Context: an optimization exercise on an open-source flow, tuned for small area, a short achievable clock period and few clock cycles. The choices shown serve that exercise and are no tape-out recipe.
Where RTL was checked, it was by simulation tests only, not by an equivalence proof against the original.
Only the layout flow was run in runs 1 and 2; the RTL was not checked for function there.
No activity file was given, so power comes from the tool's default toggle rates.

## design/flow/config.mk

```make
export PLATFORM = sky130hd
export DESIGN_NAME = nbc_stream_dec
export DESIGN_NICKNAME = nbc_stream_dec
export VERILOG_FILES = /design/flow/design.v
export SDC_FILE = /design/flow/constraint.sdc
export NUM_CORES = 4
export LEC_CHECK = 0
export CAP_MARGIN = 20
export CORE_MARGIN = 2
export CORE_UTILIZATION = 30
export SLEW_MARGIN = 20
```

## design/flow/constraint.sdc

```tcl
create_clock -name core_clock -period 8.0 [get_ports {clk}]
set_input_delay 1.6000 -clock core_clock [delete_from_list [all_inputs] [get_ports {clk}]]
set_output_delay 1.6000 -clock core_clock [all_outputs]
set_load 0.01 [all_outputs]
```

## design/flow/design.v

```verilog
module nbc_stream_dec (
    input  wire        clk,
    input  wire        rst,
    input  wire        cmd_valid,
    output wire        cmd_ready,
    input  wire [1:0]  cmd_mode,
    input  wire [63:0] cmd_acc,
    input  wire        in_valid,
    output wire        in_ready,
    input  wire [63:0] in_data,
    output reg         out_valid,
    input  wire        out_ready,
    output reg  [63:0] out_data,
    output reg         out_last
);
    localparam S_COUNT = 2'd0;    
    localparam S_SLOT  = 2'd1;    
    localparam S_HDR   = 2'd2;    
    localparam S_END   = 2'd3;    
    reg [1:0]   state;
    reg         have_cmd;
    reg         m_delta;     
    reg         m_xor;       
    reg [31:0]  remain;      
    reg [4:0]   blk_n;
    reg [7:0]   blk_m;       
    reg         blk_pad;     
    reg [2:0]   idx;
    reg [63:0]  w0, w1, w2;
    reg [1:0]   wk;          
    reg [4:0]   p;           
    reg         f_valid;
    reg         f_load;      
    reg         f_last;
    reg [63:0]  f;
    wire go  = !out_valid || out_ready;      
    wire en1 = !f_valid || go;               
    wire drop = p[4];                        
    wire [1:0] wk_e = wk - {1'b0, drop};     
    wire have1 = (wk_e != 2'd0);
    wire have2 = wk_e[1];
    assign in_ready  = (wk != 2'd3) || drop;
    assign cmd_ready = (state == S_COUNT) && !have_cmd && !f_valid;
    wire [127:0] win = drop ? {w2, w1} : {w1, w0};
    wire [63:0]  ext = win >> {p[3:0], 2'b00};
    wire        stored = !blk_m[0] && (blk_n != 5'd0);
    wire [4:0]  s      = stored ? blk_n : 5'd0;
    wire        last   = (idx == 3'd7);
    wire [4:0]  tot_s  = {1'b0, p[3:0]} + s + {4'd0, last & blk_pad};
    reg  [63:0] smask;
    integer j;
    always @(*) begin
        for (j = 0; j < 16; j = j + 1)
            smask[4*j +: 4] = (j < s) ? 4'hF : 4'h0;
    end
    wire        avail_s = (tot_s == {1'b0, p[3:0]}) || (tot_s[4] && tot_s[3:0] != 4'd0 ? have2 : have1);
    wire        rest_unstored = (blk_n == 5'd0) || (&blk_m[7:1]);
    wire        fin     = (remain[31:1] == 31'd0) && rest_unstored;
    wire [4:0]  tot_h   = {1'b0, p[3:0]} + 5'd4;
    wire        avail_h = (tot_h[4] && tot_h[3:0] != 4'd0) ? have2 : have1;
    wire        cmd_go  = cmd_valid && cmd_ready;
    wire [31:0] cnt     = ext[31:0];
    wire        start   = (state == S_COUNT) && (have_cmd || cmd_go) && have1;
    wire        take = in_valid && in_ready;
    always @(posedge clk) begin
        if (drop) begin
            w0 <= w1;
            w1 <= w2;
        end
        if (take) begin
            if (wk_e == 2'd0) w0 <= in_data;
            if (wk_e == 2'd1) w1 <= in_data;
            if (wk_e == 2'd2) w2 <= in_data;
        end
        if (rst)
            wk <= 2'd0;
        else
            wk <= wk_e + {1'b0, take};
    end
    always @(posedge clk) begin
        if (rst) begin
            state    <= S_COUNT;
            have_cmd <= 1'b0;
            p        <= 5'd0;
            f_valid  <= 1'b0;
        end else begin
            p[4] <= 1'b0;
            if (go)
                f_valid <= 1'b0;
            if (cmd_go) begin
                have_cmd <= 1'b1;
                m_delta  <= (cmd_mode == 2'd1);
                m_xor    <= (cmd_mode == 2'd2);
                f        <= cmd_acc;
                f_load   <= 1'b1;
                f_valid  <= 1'b1;
            end
            if (en1) begin
                case (state)
                    S_COUNT: begin
                        if (start) begin
                            have_cmd <= 1'b0;
                            if (cnt != 32'd0) begin
                                remain  <= cnt;
                                blk_n   <= ext[36:32];
                                blk_m   <= ext[47:40];
                                blk_pad <= ext[32] & (^ext[47:40]);
                                idx     <= 3'd0;
                                p       <= 5'd12;
                                state   <= S_SLOT;
                            end else begin
                                p       <= 5'd16;
                            end
                        end
                    end
                    S_SLOT: begin
                        if (avail_s) begin
                            if (remain != 32'd0) begin
                                f       <= ext & smask;
                                f_load  <= 1'b0;
                                f_last  <= (remain == 32'd1);
                                f_valid <= 1'b1;
                                remain  <= remain - 32'd1;
                            end
                            idx   <= idx + 3'd1;
                            blk_m <= {1'b1, blk_m[7:1]};
                            if (fin) begin
                                p     <= (tot_s == 5'd0) ? 5'd0 : 5'd16;
                                state <= (tot_s > 5'd16) ? S_END : S_COUNT;
                            end else begin
                                p <= tot_s;
                                if (last)
                                    state <= S_HDR;
                            end
                        end
                    end
                    S_HDR: begin
                        if (avail_h) begin
                            blk_n   <= ext[4:0];
                            blk_m   <= ext[15:8];
                            blk_pad <= ext[0] & (^ext[15:8]);
                            p       <= tot_h;
                            state   <= S_SLOT;
                        end
                    end
                    S_END: begin
                        p     <= 5'd16;
                        state <= S_COUNT;
                    end
                endcase
            end
        end
    end
    wire        use_acc = !f_load && (m_delta || m_xor);
    wire        use_cy  = !f_load && m_delta;
    wire [63:0] a   = out_data & {64{use_acc}};
    wire [63:0] hp  = a ^ f;
    wire [63:0] hg  = a & f & {64{use_cy}};
    reg  [63:0] pg, pp;
    integer l, i;
    always @(*) begin
        pg = hg;
        pp = hp;
        for (l = 0; l < 6; l = l + 1)
            for (i = 0; i < 64; i = i + 1)
                if ((i >> l) & 1) begin
                    pg[i] = pg[i] | (pp[i] & pg[((i >> l) << l) - 1]);
                    pp[i] = pp[i] & pp[((i >> l) << l) - 1];
                end
    end
    wire [63:0] sink = hp ^ {pg[62:0], 1'b0};
    always @(posedge clk) begin
        if (rst) begin
            out_valid <= 1'b0;
        end else if (go) begin
            out_valid <= f_valid && !f_load;
            if (f_valid) begin
                out_data <= sink;
                out_last <= f_last;
            end
        end
    end
endmodule
```

## design/flow/run.sh

```bash
#!/bin/bash
# synth_recipe.tcl (not shown) runs the flow's synth.tcl, then flattens the netlist and writes it again
# the make line also repeats each setting of config.mk as NAME=value (left out here)
make -C /OpenROAD-flow-scripts/flow DESIGN_CONFIG=/design/flow/config.mk WORK_HOME=/design/flow/orfs CLKGATE_MAP_FILE= SYNTH_SCRIPT=/design/flow/synth_recipe.tcl finish
```

==> results.json, run 1 <==
{
  "period_share": 0.639,
  "most-common-layout-cells": "nor2_1, mux2i_1, edfxtp_1",
  "grt_pass1_wl_mm": 128,
  "diodes": 0,
  "detail_route.first_pass.iterations": 6,
  "place_area_sq_um": 28800,
  "syn2layout_area_growth_pct": 17.1,
  "slew_headroom": 0.295,
  "io_buffer_count": 202,
  "r2r_start": "p[0]",
  "layout-drive-gt1-share": 0.111,
  "crit_chain": "inv_4, buf_4, mux2_2, nor2_1, o31ai_1, inv_1, ha_1, and4_1, nand4_1, nor4_2, o2111ai_1, o21ai_0, nor3_1",
  "vdd_drop_max_uv": 232,
  "synth.distinct_cells": 79,
  "wirelength_mm": 84.7,
  "worstSetupStartpoint": "p[0]",
  "tightest_slew_ps": 1050,
  "finClkSkew_ps": 34.4,
  "synth_nets": 2767,
  "synthesis.area_sq_um": 25800,
  "final_nets": 2875,
  "stdcell_area_sq_um": 30200,
  "track_usage": 0.185,
  "cts_buffer_depth": 3,
  "wl_per_cell_um": 22.1,
  "crit_path_top_delay_cell": "nor3_1",
  "cts-htree-levels": 2,
  "regArea_sq_um": 10200,
  "yosys_register_bits": 386,
  "status": "complete, no violations",
  "path_class": "reg -> reg",
  "hold_path_class": "reg -> reg",
  "cp_num_buf_inv": 3,
  "critPathRequiredTime_ps": 8210,
  "ctsResizeCount": 0,
  "fill_cells": 8633,
  "cts_tree": "yes",
  "cp.arrival_ps": 5310,
  "worst_setup_path_start_kind": "register",
  "cp_top_family": "buffers and inverters",
  "cts_setup_buffers": 0,
  "ys_async_sr_fraction": 0,
  "vias_per_cell": 5.50,
  "drc": 0,
  "multi_input_area_sq_um": 14800,
  "drtAntennaViolNets": 0,
  "ctsHoldBuffers": 0,
  "cts_num_sinks": 386,
  "rsz0062_at_grt": "no",
  "start_util": 0.303,
  "cpPeakStageDelay_ps": 820,
  "dp.cells": 3748,
  "final_common_cell": "nor2_1",
  "drtIter0Drc": 2092,
  "layout.cells.non_filler": 3826,
  "final.min_clock_period_ps": 5110,
  "numCtsBuffers": 45,
  "clk_pin_slew_ps": 60,
  "die_w_um": 297,
  "cts_root_buf": "clkbuf_16",
  "dieArea_sq_um": 88500,
  "final-setup-viol-count": 0,
  "cp_num_cells": 13,
  "slew_violations": 0,
  "post-route-util": 0.355,
  "postSynthAreaPerCell_sq_um": 10.2,
  "hpwl_mm": 63.7,
  "regToRegSetupSlack_ps": 2890,
  "ios": 203,
  "grt_pass1_vias": 20204,
  "endpoint": "blk_m[7]",
  "finalSetupTns_ps": 0,
  "coreArea_sq_um": 85300,
  "p_leak_uw": 0.0106,
  "antenna_found_initial": 2,
  "p_per_area_nw_per_um2": 345,
  "r2r-end": "blk_m[7]",
  "synth_edf_count": 246,
  "rows": 107,
  "crit_fanout": 53,
  "timing.final.hold_violations": 0,
  "ys_warn_count": 1,
  "ys_seq_area_frac": 0.394,
  "overflow": 0,
  "gp_congestion": 0.934,
  "fmaxAchievable_mhz": 196,
  "die_y_um": 297,
  "endpoint_kind": "register",
  "vias": 21040,
  "worst-r2r-cell-count": 13,
  "synthCells": 2543,
  "cap_violations": 0,
  "clk_latency_ps": 610,
  "synthFlopType": "edfxtp_1",
  "grt_max_degree": 92
}
[how the worst min path moves through the flow]
stage                 from       end  cells past startpoint
floorplan           f_last  out_last                      0
global placement    f_last  out_last                      0
detailed placement  f_last  out_last                      0
CTS                 f_last  out_last                      0
global route        f_last  out_last                      0
finish              f_last  out_last                      0
[cell type report]
| cell class | count | area share |
|---|---|---|
| Multi-Input combinational cell | 1942 | 0.489 |
| Clock inverter | 15 | 0.00414 |
| Sequential cell | 386 | 0.337 |
| Inverter | 45 | 0.00567 |
| Clock buffer | 63 | 0.0425 |
| Timing Repair Buffer | 231 | 0.0745 |
| Tap cell | 1144 | 0.0473 |
[sequential cells by signal, indices dropped and copies added (netlist names), 2 cells and up]
register  count
f            64
out_data     64
w0           64
w1           64
w2           64
remain       32
blk_m         8
blk_n         5
p             5
idx           3
state         2
wk            2
[per-stage QoR]
stage | setup WS, ps | power, uW | hold slack [ps]
3_5_place_dp | 2960 | 8340 | 417
3_3_place_gp | 3000 | 8290 | 420
5_1_grt | 2500 | 11000 | 443
6_report | 2890 | 10400 | 426
2_1_floorplan | 814 | 6640 | 400
4_1_cts | 2960 | 10400 | 431
[synth_stat cells, types with 17 or more instances]
master	instances	area, sq um
ha_1	88	1100
o21ai_0	145	726
mux4_2	113	2540
a211oi_1	17	128
xor2_1	32	280
a22oi_1	20	150
buf_1	35	131
nor3_1	33	165
nor2_1	269	1010
clkbuf_1	90	338
o211ai_1	22	165
nand2_1	185	694
edfxtp_1	246	7390
mux2_2	50	563
inv_1	42	158
nand4_1	18	113
mux2i_1	252	2520
and2_1	77	482
dfxtp_1	140	2800
nand3_1	87	435
xnor2_1	66	578
a21oi_1	219	1100
buf_2	31	155
[power by group]
| part | total [uW] | internal (uW) | switching (uW) |
|---|---|---|---|
| Sequential | 3460 | 2890 | 569 |
| Combinational | 4970 | 2020 | 2950 |
| Clock | 2010 | 1150 | 861 |
[cell families after synthesis]
kind of cell / Yosys count / share of synthesized area
compound gates: 561 / 0.131
xor+xnor: 100 / 0.0350
fa+ha+maj: 89 / 0.0434
buf+inv: 215 / 0.0362
flops: 386 / 0.394
mux: 419 / 0.220
simple gates: 773 / 0.140
[per-layer routing]
layer,part of all wire,track usage,wire [um]
met5,0.00026,0,22
met1,0.45,0.263,38100
met4,0.029,0.0536,2440
met2,0.44,0.287,37200
met3,0.082,0.0349,6970
==> run 2, diff against run 1 <==
--- a/design/flow/config.mk
+++ b/design/flow/config.mk
@@ -6,4 +6,5 @@
 export NUM_CORES = 4
 export LEC_CHECK = 0
+export ABC_CLOCK_PERIOD_IN_PS = 2500
 export CAP_MARGIN = 20
 export CORE_MARGIN = 2
==> results.json, run 2 <==
{
  "ys_async_sr_fraction": 0,
  "critPathRequiredTime_ps": 8210,
  "dieArea_sq_um": 88500,
  "drtAntennaViolNets": 0,
  "synthFlopType": "edfxtp_1",
  "hpwl_mm": 63.7,
  "regToRegSetupSlack_ps": 2890,
  "die_y_um": 297,
  "tightest_slew_ps": 1050,
  "period_share": 0.639,
  "worst-r2r-cell-count": 13,
  "finalSetupTns_ps": 0,
  "worstSetupStartpoint": "p[0]",
  "slew_violations": 0,
  "vias": 21040,
  "io_buffer_count": 202,
  "hold_path_depth": 0,
  "fmaxAchievable_mhz": 196,
  "endpoint_kind": "register",
  "cts-htree-levels": 2,
  "grt_pass1_wl_mm": 128,
  "synthCells": 2543,
  "cts_root_buf": "clkbuf_16",
  "coreArea_sq_um": 85300,
  "status": "complete, no violations",
  "overflow": 0,
  "die_w_um": 297,
  "endpoint": "blk_m[7]",
  "clk_latency_ps": 610,
  "layout.cells.non_filler": 3826,
  "synth_edf_count": 246,
  "drc": 0,
  "timing.final.hold_violations": 0,
  "netlist.area_leader.share": 0.286,
  "synth_area_leaders": "edfxtp_1, dfxtp_1, mux4_2",
  "ys_warn_count": 1,
  "slew_headroom": 0.295,
  "dp.cells": 3748,
  "ys_seq_area_frac": 0.394,
  "numCtsBuffers": 45,
  "r2r_start": "p[0]",
  "cts_num_sinks": 386,
  "p_leak_uw": 0.0106,
  "detail_route.first_pass.iterations": 6,
  "most-common-layout-cells": "nor2_1, mux2i_1, edfxtp_1",
  "crit_fanout": 53,
  "final-setup-viol-count": 0,
  "antenna_found_initial": 2,
  "layout-drive-gt1-share": 0.111,
  "cap_violations": 0,
  "path_class": "reg -> reg",
  "netlist_top_cells_count": "nor2_1, mux2i_1, edfxtp_1",
  "drtIter0Drc": 2092,
  "syn2layout_area_growth_pct": 17.1,
  "cp.arrival_ps": 5310,
  "rows": 107,
  "track_usage": 0.185,
  "vias_per_cell": 5.50,
  "ctsResizeCount": 0,
  "postSynthAreaPerCell_sq_um": 10.2,
  "final.min_clock_period_ps": 5110,
  "ios": 203,
  "start_util": 0.303,
  "diodes": 0,
  "final_nets": 2875,
  "grt_pass1_vias": 20204,
  "ctsHoldBuffers": 0,
  "hold_path_class": "reg -> reg",
  "stdcell_area_sq_um": 30200,
  "final_common_cell": "nor2_1",
  "wl_per_cell_um": 22.1,
  "place_area_sq_um": 28800,
  "grt_max_degree": 92,
  "finClkSkew_ps": 34.4,
  "wirelength_mm": 84.7,
  "yosysTopAreaCell": "edfxtp_1",
  "cts_tree": "yes",
  "r2r-end": "blk_m[7]",
  "cts_setup_buffers": 0,
  "gp_congestion": 0.934,
  "p_total_uw": 10400,
  "p_per_area_nw_per_um2": 345,
  "synth_nets": 2767,
  "worst_setup_path_start_kind": "register",
  "cts_buffer_depth": 3,
  "yosysMostFrequentCell": "nor2_1",
  "synthesis.area_sq_um": 25800,
  "yosys_register_bits": 386,
  "vdd_drop_max_uv": 232,
  "clk_pin_slew_ps": 60,
  "synth.distinct_cells": 79,
  "rsz0062_at_grt": "no"
}
[run 2: final cells by class]
| cell class | count | area [sq um] |
|---|---|---|
| Tap cell | 1144 | 1430 |
| Timing Repair Buffer | 231 | 2250 |
| Clock buffer | 63 | 1290 |
| Inverter | 45 | 171 |
| Fill cell | 8633 | 55000 |
| Clock inverter | 15 | 125 |
| Sequential cell | 386 | 10200 |
| Multi-Input combinational cell | 1942 | 14800 |
[run 2: kinds of logic (layout without fill, tap and decap cells)]
logic type,Yosys count,in the layout,synth area share
AO/OA/AOI/OAI,561,561,0.131
XOR/XNOR,100,100,0.0350
adder cells (fa/ha/maj),89,89,0.0434
buffers and inverters,215,354,0.0362
flip-flops,386,386,0.394
multiplexers,419,419,0.220
AND/OR/NAND/NOR,773,773,0.140
[run 2: worst min-delay path by stage]
stage                      start       end  slack (ps)
after global routing      f_last  out_last         440
after detailed placement  f_last  out_last         420
final                     f_last  out_last         430
after global placement    f_last  out_last         420
after CTS                 f_last  out_last         430
after floorplan           f_last  out_last         400
[run 2: critical path, cell delays in order (launching register included)]
cell and delay (ps):
dfxtp_2 550, inv_4 650, buf_4 600, mux2_2 300, nor2_1 50, o31ai_1 650
inv_1 110, ha_1 200, and4_1 150, nand4_1 110, nor4_2 60, o2111ai_1 230
o21ai_0 180, nor3_1 820
[run 2: where the power goes]
part           leakage, uW  switching (uW)  internal [uW]
registers          0.00346             569           2890
clock network     0.000695             861           1150
logic              0.00642            2950           2020
total               0.0106            4380           6070
[run 2: metrics by stage]
| stage | utilization | hold WS [ps] | setup WS, ps |
|---|---|---|---|
| floorplan | - | 400 | 814 |
| global placement | 0.338 | 420 | 3000 |
| detailed placement | 0.338 | 417 | 2960 |
| CTS | 0.355 | 431 | 2960 |
| global route | 0.355 | 443 | 2500 |
| finish | 0.355 | 426 | 2890 |
[run 2: layer usage]
metal / track usage / vias to the layer above / routed length, um
met5: 0 / - / 22
met3: 0.0349 / 158 / 6970
li1: - / 9780 / -
met4: 0.0536 / 4 / 2440
met2: 0.287 / 955 / 37200
met1: 0.263 / 10143 / 38100
==> run 3, diff against run 2 <==
--- a/design/flow/design.v
+++ b/design/flow/design.v
@@ -23,4 +23,7 @@
     reg         m_xor;       
     reg [31:0]  remain;      
+    reg         rem_zero;    
+    reg         rem_is1;     
+    reg         rem_le1;     
     reg [4:0]   blk_n;
     reg [7:0]   blk_m;       
@@ -56,9 +59,13 @@
     wire        avail_s = (tot_s == {1'b0, p[3:0]}) || (tot_s[4] && tot_s[3:0] != 4'd0 ? have2 : have1);
     wire        rest_unstored = (blk_n == 5'd0) || (&blk_m[7:1]);
-    wire        fin     = (remain[31:1] == 31'd0) && rest_unstored;
+    wire        fin     = rem_le1 && rest_unstored;
+    wire        go_s    = (state == S_SLOT) && avail_s;
     wire [4:0]  tot_h   = {1'b0, p[3:0]} + 5'd4;
     wire        avail_h = (tot_h[4] && tot_h[3:0] != 4'd0) ? have2 : have1;
     wire        cmd_go  = cmd_valid && cmd_ready;
-    wire [31:0] cnt     = ext[31:0];
+    wire [63:0] lo      = drop ? w1 : w0;
+    wire [31:0] cnt     = lo[31:0];
+    wire        cnt_zero = (cnt == 32'd0);
+    wire [15:0] hdr_src = (state == S_COUNT) ? lo[47:32] : ext[15:0];
     wire        start   = (state == S_COUNT) && (have_cmd || cmd_go) && have1;
     wire        take = in_valid && in_ready;
@@ -79,4 +86,33 @@
     end
     always @(posedge clk) begin
+        if (en1 && (cmd_go || state == S_SLOT)) begin
+            f      <= (state == S_COUNT) ? cmd_acc : (ext & smask);
+            f_load <= (state == S_COUNT);
+            f_last <= rem_is1;
+        end
+        if (en1 && start) begin
+            remain  <= cnt;
+            rem_is1 <= (cnt == 32'd1);
+            rem_le1 <= (cnt[31:1] == 31'd0);
+        end
+        if (en1 && go_s && !rem_zero) begin
+            remain  <= remain - 32'd1;
+            rem_is1 <= (remain == 32'd2);
+            rem_le1 <= (remain[31:2] == 30'd0) && !(remain[1] && remain[0]);
+        end
+        if (en1 && (state == S_COUNT || state == S_HDR)) begin
+            blk_n   <= hdr_src[4:0];
+            blk_m   <= hdr_src[15:8];
+            blk_pad <= hdr_src[0] & (^hdr_src[15:8]);
+            idx     <= 3'd0;
+        end
+        if (en1 && go_s) begin
+            idx   <= idx + 3'd1;
+            blk_m <= {1'b1, blk_m[7:1]};
+        end
+        if (cmd_go) begin
+            m_delta <= (cmd_mode == 2'd1);
+            m_xor   <= (cmd_mode == 2'd2);
+        end
         if (rst) begin
             state    <= S_COUNT;
@@ -84,4 +120,5 @@
             p        <= 5'd0;
             f_valid  <= 1'b0;
+            rem_zero <= 1'b1;
         end else begin
             p[4] <= 1'b0;
@@ -90,8 +127,4 @@
             if (cmd_go) begin
                 have_cmd <= 1'b1;
-                m_delta  <= (cmd_mode == 2'd1);
-                m_xor    <= (cmd_mode == 2'd2);
-                f        <= cmd_acc;
-                f_load   <= 1'b1;
                 f_valid  <= 1'b1;
             end
@@ -101,14 +134,10 @@
                         if (start) begin
                             have_cmd <= 1'b0;
-                            if (cnt != 32'd0) begin
-                                remain  <= cnt;
-                                blk_n   <= ext[36:32];
-                                blk_m   <= ext[47:40];
-                                blk_pad <= ext[32] & (^ext[47:40]);
-                                idx     <= 3'd0;
-                                p       <= 5'd12;
-                                state   <= S_SLOT;
+                            rem_zero <= cnt_zero;
+                            if (!cnt_zero) begin
+                                p     <= 5'd12;
+                                state <= S_SLOT;
                             end else begin
-                                p       <= 5'd16;
+                                p     <= 5'd16;
                             end
                         end
@@ -116,13 +145,8 @@
                     S_SLOT: begin
                         if (avail_s) begin
-                            if (remain != 32'd0) begin
-                                f       <= ext & smask;
-                                f_load  <= 1'b0;
-                                f_last  <= (remain == 32'd1);
-                                f_valid <= 1'b1;
-                                remain  <= remain - 32'd1;
+                            if (!rem_zero) begin
+                                f_valid  <= 1'b1;
+                                rem_zero <= rem_is1;
                             end
-                            idx   <= idx + 3'd1;
-                            blk_m <= {1'b1, blk_m[7:1]};
                             if (fin) begin
                                 p     <= (tot_s == 5'd0) ? 5'd0 : 5'd16;
@@ -137,9 +161,6 @@
                     S_HDR: begin
                         if (avail_h) begin
-                            blk_n   <= ext[4:0];
-                            blk_m   <= ext[15:8];
-                            blk_pad <= ext[0] & (^ext[15:8]);
-                            p       <= tot_h;
-                            state   <= S_SLOT;
+                            p     <= tot_h;
+                            state <= S_SLOT;
                         end
                     end
--- a/design/flow/config.mk
+++ b/design/flow/config.mk
@@ -6,5 +6,4 @@
 export NUM_CORES = 4
 export LEC_CHECK = 0
-export ABC_CLOCK_PERIOD_IN_PS = 2500
 export CAP_MARGIN = 20
 export CORE_MARGIN = 2
==> results.json, run 3 <==
{
  "status": "complete, no violations",
  "ctsResizeCount": 0,
  "cp.arrival_ps": 5010,
  "cts_tree": "yes",
  "yosysMostFrequentCell": "nor2_1",
  "crit_chain": "inv_2, buf_4, fa_1, inv_1, ha_1, o21ai_1, a21boi_1, or3_1, a2111oi_4, a2111oi_4, or3_4, nor2_8, a21o_1, buf_4",
  "endpoint_kind": "register",
  "grt_pass1_wl_mm": 117,
  "worst_slack_ps": 3220,
  "ys_seq_area_frac": 0.432,
  "finClkSkew_ps": 25.8,
  "stdcell_area_sq_um": 28100,
  "vias_per_cell": 5.32,
  "netlist.area_leader.share": 0.312,
  "cts_buffer_depth": 3,
  "clk_latency_ps": 590,
  "die_w_um": 285,
  "hold_path_depth": 0,
  "slew_headroom": 0.271,
  "p_per_area_nw_per_um2": 386,
  "postSynthAreaPerCell_sq_um": 9.88,
  "cap_violations": 0,
  "numCtsBuffers": 44,
  "cts_root_buf": "clkbuf_16",
  "ys_warn_count": 1,
  "hpwl_mm": 61.0,
  "synth_edf_count": 247,
  "r2r-end": "remain[3]",
  "coreArea_sq_um": 78700,
  "rsz0062_at_grt": "no",
  "vias": 19285,
  "syn2layout_area_growth_pct": 18.4,
  "ios": 203,
  "tightest_slew_ps": 1060,
  "ys_async_sr_fraction": 0,
  "drtAntennaViolNets": 0,
  "post-route-util": 0.357,
  "drc": 0,
  "pre_cts_ws_ps": 3230,
  "path_class": "reg -> reg",
  "most-common-layout-cells": "nor2_1, edfxtp_1, mux2i_1",
  "rows": 103,
  "final-setup-viol-count": 0,
  "place_area_sq_um": 26700,
  "final.min_clock_period_ps": 4780,
  "period_share": 0.598,
  "drtIter0Drc": 2059,
  "overflow": 0,
  "worst_setup_path_start_kind": "register",
  "hold_path_class": "reg -> reg",
  "layout-drive-gt1-share": 0.0941,
  "r2r_start": "p[0]",
  "cts-htree-levels": 2,
  "critPathRequiredTime_ps": 8230,
  "gp_congestion": 0.978,
  "cpPeakStageDelay_ps": 640,
  "grt_max_degree": 73,
  "finalSetupTns_ps": 0,
  "wirelength_mm": 80.4,
  "start_util": 0.302,
  "wl_per_cell_um": 22.2,
  "worst-r2r-cell-count": 14,
  "synthCells": 2403,
  "yosysTopAreaCell": "edfxtp_1",
  "antenna_found_initial": 9,
  "p_leak_uw": 0.0102,
  "yosys_register_bits": 389,
  "vdd_drop_max_uv": 184,
  "synthesis.area_sq_um": 23800,
  "slew_violations": 0,
  "track_usage": 0.191,
  "synth_area_leaders": "edfxtp_1, dfxtp_1, mux2i_1",
  "cts_num_sinks": 389,
  "cts_setup_buffers": 0,
  "fmaxAchievable_mhz": 209,
  "io_buffer_count": 202,
  "detail_route.first_pass.iterations": 6,
  "synth_nets": 2620,
  "final_common_cell": "nor2_1",
  "synthFlopType": "edfxtp_1",
  "netlist_top_cells_count": "nor2_1, edfxtp_1, mux2i_1",
  "crit_fanout": 45,
  "ctsHoldBuffers": 0,
  "die_y_um": 285,
  "hp-start": "f_last",
  "grt_pass1_vias": 18189,
  "worstHoldEndpoint": "out_last",
  "final_nets": 2754,
  "fill_cells": 7957,
  "dieArea_sq_um": 81400,
  "clk_pin_slew_ps": 60,
  "crit_path_top_delay_cell": "nor2_8",
  "regToRegSetupSlack_ps": 3220,
  "timing.final.hold_violations": 0,
  "synth.distinct_cells": 86,
  "p_total_uw": 10900
}
==> run 3: changes by cell type in the layout (fill, tap and decap cells not counted), sizes merged, moves of 13 or more <==
cell / delta
a21oi: -29
a22o: +20
inv: -13
mux2: +55
mux2i: -29
mux4: -99
nand2: +34
nand3: -61
nor2: +22
o21ai: -13
==> run 3: worst max-delay path, delay by kind of cell, from the launching register on <==
kind	cells	cell delay (ps)
compound gates	5	950
fa+ha+maj	2	510
buf+inv	4	1010
flops	1	430
simple gates	3	1490
==> run 3: area by class of cell <==
type	instances	area [sq um]	share of cell area
multi-input cells	1837	12700	0.452
flip-flops and latches	389	10300	0.365
repair buffers	234	2260	0.0804
diodes	2	5.00	0.000178
well taps	1050	1310	0.0467
inverters	31	116	0.00414
clock buffers	69	1300	0.0461
clock inverters	13	133	0.00472
==> run 3: through the flow <==
step / hold WS (ps) / instances
finish: 434 / 3625
global route: 446 / 3623
CTS: 438 / 3622
floorplan: 400 / 2403
global placement: 424 / 3540
detailed placement: 426 / 3540
==> run 3: cell families after synthesis <==
| group | count (synthesis) | synth area share |
|---|---|---|
| mux | 346 | 0.159 |
| flops | 389 | 0.432 |
| compound gates | 552 | 0.148 |
| simple gates | 758 | 0.146 |
| fa+ha+maj | 83 | 0.0440 |
| xor+xnor | 98 | 0.0370 |
| buf+inv | 177 | 0.0347 |
==> run 3: worst max path at each step <==
stage          cells after the start          end  start
2_1_floorplan                      2  out_data[0]    rst
6_report                          14    remain[3]   p[0]
4_1_cts                           14    remain[3]   p[0]
3_3_place_gp                      14    remain[4]   p[0]
5_1_grt                           14    remain[3]   p[0]
3_5_place_dp                      14    remain[3]   p[0]
==> run 3: routing by layer <==
metal	wire length, um	global-route usage
met5	40	0
met4	2590	0.0577
met3	7150	0.0479
met2	35400	0.296
met1	35200	0.261
==> run 3: where the power goes <==
group / internal, uW / total [uW] / switching (uW)
registers: 3070 / 3490 / 413
clock network: 1180 / 2040 / 852
logic: 1940 / 5340 / 3400
total: 6200 / 10900 / 4670
Testbench counts of run 3, summed over its fixed seeds: cycles 16,918.
==> run 4, diff against run 3 <==
--- a/design/flow/config.mk
+++ b/design/flow/config.mk
@@ -9,3 +9,4 @@
 export CORE_MARGIN = 2
 export CORE_UTILIZATION = 30
+export SETUP_SLACK_MARGIN = 4.5
 export SLEW_MARGIN = 20
==> results.json, run 4 <==
{
  "vdd_drop_max_uv": 207,
  "slew_headroom": 0.290,
  "endpoint_kind": "register",
  "final_common_cell": "nor2_1",
  "cap_violations": 0,
  "worstSetupStartpoint": "idx[0]",
  "regToRegSetupSlack_ps": 4360,
  "cts_buffer_depth": 3,
  "pwr-share-seq": 0.308,
  "internal_power_uw": 6450,
  "grt_pass1_vias": 18731,
  "clk_pin_slew_ps": 60,
  "vias_per_cell": 5.41,
  "critPathRequiredTime_ps": 8430,
  "cts_tree": "yes",
  "synth_edf_count": 247,
  "synth_area_leaders": "edfxtp_1, dfxtp_1, mux2i_1",
  "hold_path_class": "reg -> reg",
  "coreArea_sq_um": 78700,
  "netlist_top_cells_count": "nor2_1, edfxtp_1, mux2i_1",
  "r2r-end": "remain[6]",
  "endpoint": "remain[6]",
  "r2r_start": "idx[0]",
  "cp_num_cells": 16,
  "period_share": 0.455,
  "pre_cts_ws_ps": 3340,
  "final_nets": 2817,
  "synth_nets": 2620,
  "overflow": 0,
  "layout-drive-gt1-share": 0.154,
  "yosysMostFrequentCell": "nor2_1",
  "crit_path_top_delay_cell": "or3_4",
  "p_comb_frac": 0.518,
  "io_buffer_count": 202,
  "dieArea_sq_um": 81400,
  "crit_chain": "ha_2, ha_4, nand2_2, fa_2, inv_2, ha_4, o21ai_4, a21boi_2, or3_4, a2111oi_4, a2111oi_4, or3_4, nor2_8, buf_6, buf_12, mux2i_2",
  "synthFlopType": "edfxtp_1",
  "worst-r2r-cell-count": 16,
  "drtIter0Drc": 2285,
  "drc": 0,
  "antenna_found_initial": 3,
  "cp.arrival_ps": 4070,
  "cpPeakStageDelay_ps": 470,
  "worst_slack_ps": 4360,
  "post-route-util": 0.376,
  "ys_async_sr_fraction": 0,
  "cp_top_family": "simple AND/OR/NAND/NOR gates",
  "whs_ps": 436,
  "diodes": 0,
  "die_y_um": 285,
  "detail_route.first_pass.iterations": 6,
  "power.switching_uw": 4930,
  "wirelength_mm": 84.7,
  "vias": 19929,
  "cts-htree-levels": 2,
  "synthesis.area_sq_um": 23800,
  "cts_num_sinks": 389,
  "final-setup-viol-count": 0,
  "rows": 103,
  "place_area_sq_um": 26800,
  "p_leak_uw": 0.0108,
  "slew_violations": 0,
  "fmaxAchievable_mhz": 275,
  "ys_seq_area_frac": 0.432,
  "fill_cells": 7768,
  "path_class": "reg -> reg",
  "p_per_area_nw_per_um2": 384,
  "timing.final.hold_violations": 0,
  "finalSetupTns_ps": 0,
  "stdcell_area_sq_um": 29600,
  "wl_per_cell_um": 23.0,
  "yosys_register_bits": 389,
  "clkPwrFrac": 0.175,
  "gp_congestion": 1.00,
  "netlist.area_leader.share": 0.312,
  "status": "complete, no violations",
  "clk_latency_ps": 600,
  "track_usage": 0.200,
  "cp_num_buf_inv": 3,
  "cts_root_buf": "clkbuf_16",
  "worst_setup_path_start_kind": "register",
  "postSynthAreaPerCell_sq_um": 9.88,
  "crit_fanout": 7,
  "regArea_sq_um": 10300,
  "start_util": 0.302,
  "die_w_um": 285,
  "finClkSkew_ps": 30.1,
  "rsz0062_at_grt": "yes",
  "hpwl_mm": 61.6,
  "grt_pass1_wl_mm": 123,
  "ys_warn_count": 1,
  "multi_input_area_sq_um": 13500,
  "numCtsBuffers": 45,
  "p_sw_frac": 0.433,
  "tightest_slew_ps": 1030,
  "most-common-layout-cells": "nor2_1, edfxtp_1, nand2_1",
  "yosysTopAreaCell": "edfxtp_1",
  "final.min_clock_period_ps": 3640,
  "ios": 203,
  "syn2layout_area_growth_pct": 24.8,
  "synthCells": 2403,
  "synth.distinct_cells": 86,
  "grt_max_degree": 94,
  "drtAntennaViolNets": 0
}
## run 4: layout make-up
class | count | area share
Sequential cell | 389 | 0.347
Timing Repair Buffer | 288 | 0.102
Clock buffer | 62 | 0.0419
Inverter | 31 | 0.00401
Clock inverter | 21 | 0.00549
Tap cell | 1050 | 0.0443
Multi-Input combinational cell | 1845 | 0.456
## run 4: worst min-delay path by stage
stage | startpoint | end | slack (ps) | depth (start not counted)
floorplan | f_last | out_last | 400 | 0
global placement | f_last | out_last | 400 | 0
detailed placement | f_last | out_last | 430 | 0
CTS | f_last | out_last | 440 | 0
global route | f_last | out_last | 440 | 0
finish | f_last | out_last | 440 | 0
## run 4: cells by family (layout without fill, tap and decap cells)
| kind of cell | after synthesis | count (layout) | share of synthesized area |
|---|---|---|---|
| simple gates | 758 | 760 | 0.146 |
| fa+ha+maj | 83 | 83 | 0.0440 |
| flops | 389 | 389 | 0.432 |
| buf+inv | 177 | 402 | 0.0347 |
| mux | 346 | 346 | 0.159 |
| compound gates | 552 | 558 | 0.148 |
| xor+xnor | 98 | 98 | 0.0370 |
## run 4: power by group through the flow
stage / Clock [uW] / Sequential, uW / Combinational [uW]
2_1_floorplan: 0 / 3360 / 3570
6_report: 1990 / 3500 / 5890
4_1_cts: 2030 / 3480 / 5600
3_5_place_dp: 0 / 3520 / 5310
5_1_grt: 2110 / 3580 / 6250
3_3_place_gp: 0 / 3510 / 5280
## run 4: repair_timing
action	in CTS	in global routing
hold buffers	0	0
buffers inserted	37	11
cloned	12	0
gates resized for setup	78	73
pin swaps	27	38
setup endpoints to repair	194	134
## run 4: per-layer routing
| layer | GRT usage | up-vias | routed length [um] |
|---|---|---|---|
| met5 | 0 | - | 40 |
| met4 | 0.0534 | 6 | 2230 |
| met2 | 0.315 | 861 | 38100 |
| li1 | - | 9253 | - |
| met3 | 0.0348 | 141 | 6970 |
| met1 | 0.282 | 9668 | 37300 |
## run 4: metrics by stage
stage / total power [uW] / instances
2_1_floorplan: 6930 / 2403
6_report: 11400 / 3686
4_1_cts: 11100 / 3675
3_3_place_gp: 8790 / 3543
3_5_place_dp: 8830 / 3543
5_1_grt: 11900 / 3686

==> port drivers added, routing unchanged <==
No port has a modelled driver above. Below, the same layouts with a new extraction and two added sets of constraints. Step 1 (the two cells are an assumption about what drives the block):
set clk [get_ports {clk}]
set_driving_cell -lib_cell sky130_fd_sc_hd__clkbuf_16 $clk
set_driving_cell -lib_cell sky130_fd_sc_hd__buf_2 [delete_from_list [all_inputs] $clk]
Step 2 times the ports against the registers' clock, not the clock port: input delays grow and output delays shrink by t, the midpoint of the rising clock arrivals with the driver on. Three values: ideal ports, drivers, drivers and shift; two values: the first two.
| run | t, ns | setup WS [ns] | worst setup path at the end | pins driven straight from the clock port |
|---|---|---|---|---|
| run 1 | 0.653 | 2.892 / 2.892 / 2.892 | register to register | 1 |
| run 2 | 0.653 | 2.892 / 2.892 / 2.892 | register to register | 1 |
| run 3 | 0.638 | 3.216 / 3.216 / 3.216 | register to register | 1 |
| run 4 | 0.641 | 4.361 / 4.361 / 4.009 | input to register | 1 |
After both steps setup and hold are still met in every run listed. The setup slack of run 4, which loses most, moves by 0.000 ns with the drivers and by -0.352 ns with both steps.
